What follows belongs to an exercise in optimizing a design on an open flow for small area, a short achievable clock period and few clock cycles; a production flow would make more cautious choices. Where RTL was checked, it was by simulation tests only, not by an equivalence proof against the original. Power is estimated from default activity; no workload was simulated.

==> flow/design.v (excerpt) <==
module pcpi_spi (
    input  wire        clk,
    input  wire        rst,
    input  wire        start,
    input  wire [9:0]  prog_len,
    input  wire        spi_9bit,
    input  wire [2:0]  dsi_lanes,
    input  wire [15:0] hdisplay,
    input  wire [15:0] hsync_start,
    input  wire [15:0] hsync_end,
    input  wire [15:0] htotal,
    input  wire [15:0] vdisplay,
    input  wire [15:0] vsync_start,
    input  wire [15:0] vsync_end,
    input  wire [15:0] vtotal,
    output wire        busy,
    output wire        done,
    output wire [1:0]  result,
    output wire [9:0]  prog_addr,
    input  wire [7:0]  prog_data,
    output reg         ev_valid,
    input  wire        ev_ready,
    output reg         ev_sleep,
    output reg  [7:0]  ev_data,
    output reg         ev_last
);
Settings: LEC_CHECK=0, CAP_MARGIN=20, CORE_MARGIN=2, CORE_UTILIZATION=55, PLACE_DENSITY=0.65, SLEW_MARGIN=20; clock period 12.0 ns.
standard.sh (not shown) runs the stock make flow with config.mk's settings and CLKGATE_MAP_FILE= SYNTH_SCRIPT=/design/flow/synth_recipe.tcl, a recipe that flattens the netlist after the stock synthesis.
==> flow/flow/run.sh <==
#!/bin/bash
# The standard layout (the standard.sh: ORFS synthesis through finish),
# with repair_timing asked for 8 ns of setup slack at the 12 ns clock, so the
# resizer sizes and buffers the critical paths of this small design.  The
# flow's full output goes to standard.log; ORFS keeps its per-step logs.
set -o pipefail
bash standard.sh SETUP_SLACK_MARGIN=8.0 finish > standard.log 2>&1
Then changed:
--- a/flow/design.v
+++ b/flow/design.v
@@ -67,16 +67,17 @@
     reg [16:0]  accn;
     reg [4:0]   cnt;
     reg         fl;           
     reg [1:0]   es;
     reg [38:0]  sv;           
     reg [7:0]   eds, edl;
     reg [8:0]   eend;         
     reg [5:0]   er;
+    reg         ezero;
     reg [4:0]   eb, ebend;
     reg         efirst;
     reg [2:0]   elo, ehi;
     reg [191:0] cmd;          
     assign busy      = busy_r;
     assign done      = done_r;
     assign result    = res;
     assign prog_addr = pa;
@@ -323,17 +324,17 @@
                 ld_ms = isdelay && !dry;
                 n_st  = stophere ? S_FIN : S_OP;
             end
         end
         S_FARG: begin
             if (hv && (argi != 3'd0 || eng_idle)) begin
                 cons      = 1'b1;
                 farg_take = 1'b1;
-                if (is_c ? (argi == 3'd5) : (argi == 3'd2))
+                if ((eop == 4'hC) ? (argi == 3'd5) : (argi == 3'd2))
                     n_st = S_OP;
             end
         end
         S_DATA: begin
             if ((from_cmd ? (eng_idle && eidle_d) : hv) && room) begin
                 push   = 1'b1;
                 cons   = !from_cmd;
                 n_dcnt = dcnt - 7'd1;
@@ -473,17 +474,16 @@
         if (start_data) begin
             di     <= 5'd0;
             dfirst <= 1'b1;
         end else if (push) begin
             di     <= di_inc;
             dfirst <= 1'b0;
         end
         if (st == S_OP) eop <= o[3:0];
-        if (st == S_OP) is_c <= d_const;
         if (st == S_OP) argi <= 3'd0;
         else if (farg_take) argi <= argi + 3'd1;
         if (ld_ms) ms <= h;
     end
     wire [7:0]  pb      = from_cmd ? cbuf : h;
     wire [8:0]  word    = mode9 ? {!dfirst, pb} : {pb, 1'b1};
     wire [3:0]  sh      = 4'd8 - cnt[3:0];
     wire [16:0] ins     = push ? ({8'd0, ~word} << sh) : 17'd0;
@@ -549,39 +549,38 @@
             3'd6:    t_x = vsync_end;
             default: t_x = vtotal;
         endcase
     end
     wire [15:0] t_op  = t_z ? 16'd0 : t_x;
     wire [15:0] t_d;
     wire        t_co;
     pcpi_add #(16, 4) u_td (.a(sv[22:7]), .b(~sv[38:23]), .ci(1'b1), .s(t_d), .co(t_co));
-    reg         is_c;             
+    wire        is_c  = (eop == 4'hC);
     wire        kick  = farg_take && (is_c ? (argi == 3'd5) : (argi == 3'd2));
     wire [7:0]  ss    = is_c ? 8'd0 : h;
     wire [8:0]  r9    = {1'b0, ss} + 9'd7 - {6'd0, eds[2:0]};
     wire        evalid = (edl != 8'd0) && (eds < 8'd192);
     wire [8:0]  elast = eend - 9'd1;
     wire        elastb = (eb == ebend);
-    wire        kzero = (r9 >= 9'd39);
-    wire [38:0] kval  = is_c ? {h, sv[30:7], 7'd0} : {{16{!t_co}}, t_d, 7'd0};
     wire [7:0] emask;
     genvar gq;
     generate
         for (gq = 0; gq < 8; gq = gq + 1) begin : g_mask
             assign emask[gq] = (!efirst || gq[2:0] >= elo) && (!elastb || gq[2:0] <= ehi);
         end
     endgenerate
     always @(posedge clk) begin
         if (rst || idle) begin
             es <= E_IDLE;
         end else begin
             if (kick)
-                es <= !evalid ? E_IDLE : (!kzero && r9[5:3] != 3'd0) ? E_SKIP : E_WRITE;
+                es <= evalid ? E_ALIGN : E_IDLE;
             case (es)
+                E_ALIGN: es <= (!ezero && er[5:3] != 3'd0) ? E_SKIP : E_WRITE;
                 E_SKIP:  if (er[5:3] == 3'd1) es <= E_WRITE;
                 E_WRITE: if (elastb) es <= E_IDLE;
                 default: ;
             endcase
         end
     end
     always @(posedge clk) begin
         begin
@@ -602,46 +601,49 @@
                     3'd3: sv[22:15] <= h;
                     3'd4: sv[30:23] <= h;
                     default: sv[38:31] <= h;
                 endcase
                 if (argi == 3'd0) sv[6:0] <= 7'd0;
                 if (argi == 3'd1) eend <= {1'b0, eds} + {1'b0, h};
             end
             if (kick) begin
-                sv     <= kzero ? 39'd0 : (kval >> r9[2:0]);
                 er     <= r9[5:0];
+                ezero  <= (r9 >= 9'd39);
                 eb     <= eds[7:3];
                 efirst <= 1'b1;
                 elo    <= eds[2:0];
-                if (eend[8] || elast[7:3] >= 5'd24) begin
-                    ebend <= 5'd23;
-                    ehi   <= 3'd7;
-                end else begin
-                    ebend <= elast[7:3];
-                    ehi   <= elast[2:0];
-                end
             end
             case (es)
+                E_ALIGN: begin
+                    sv <= ezero ? 39'd0 : (sv >> er[2:0]);
+                    if (eend[8] || elast[7:3] >= 5'd24) begin
+                        ebend <= 5'd23;
+                        ehi   <= 3'd7;
+                    end else begin
+                        ebend <= elast[7:3];
+                        ehi   <= elast[2:0];
+                    end
+                end
                 E_SKIP: begin
                     sv <= sv >> 8;
                     er <= er - 6'd8;
                 end
                 E_WRITE: begin
                     sv     <= sv >> 8;
                     eb     <= eb + 5'd1;
                     efirst <= 1'b0;
                 end
                 default: ;
             endcase
         end
     end
     wire ewr = (es == E_WRITE);
     reg  [7:0] eold;
-    wire [4:0] rd_idx  = ewr ? (eb + 5'd1) : (es != E_IDLE) ? eb : (st == S_FARG) ? eds[7:3] : cb_idx;
+    wire [4:0] rd_idx  = ewr ? (eb + 5'd1) : (es != E_IDLE) ? eb : cb_idx;
     assign     cmd_rd  = cmd[{rd_idx, 3'b000} +: 8];
     wire [7:0] wbyte   = clr ? 8'd0 : ((emask & sv[7:0]) | (~emask & eold));
     always @(posedge clk) eold <= cmd_rd;
     integer bi;
     always @(posedge clk) begin
         for (bi = 0; bi < 24; bi = bi + 1)
             if (clr || (ewr && eb == bi[4:0]))
                 cmd[bi*8 +: 8] <= wbyte;
The new run produced a clean layout.
Worst setup slack gets better by 0.21 ns.
Total power came out lower by about a fifth.
Global-route usage decreases by 3.9 points.
Register-to-register slack improved by 0.21 ns.
Via count falls by a little under a tenth.
Hold slack gets better by 0.016 ns.
Clock-buffer cell count came out higher by 7.
Routed wire length went down by roughly a tenth.
Utilization shrinks by 3.4 points.
Clock power is lower by a few percent.
Testbench counts after the change, summed over its fixed seeds: cycles 224,219.
Function not checked in the first run of this note: the RTL went through the layout flow alone.

[separate check: timing with driven ports]
Ports are ideal in the flow. The routed layouts listed here were re-timed in OpenROAD. Step 1: set_driving_cell puts a clkbuf_16 on clk and a buf_2 on each other input, an assumption about the parent block. Step 2, shift: input delay + t, output delay - t, t = (earliest + latest rising clock arrival at the registers) / 2. This alone moves slack from input paths to output paths. Three values: no drivers, after step 1, after step 2; two values: the first two.
run | shift t [ns] | slack for setup (ns) | worst data-port slew with drivers (ns) | cell pins on the clock port's net
the first run | 0.661 | 7.784 / 7.784 / 7.276 | 0.06 | 1
the second run | 0.667 | 7.991 / 7.990 / 7.414 | 0.06 | 1
After both steps setup and hold are still met in every run listed. For the second run, which loses most, drivers alone change the setup slack by -0.001 ns; drivers and shift together by -0.577 ns.
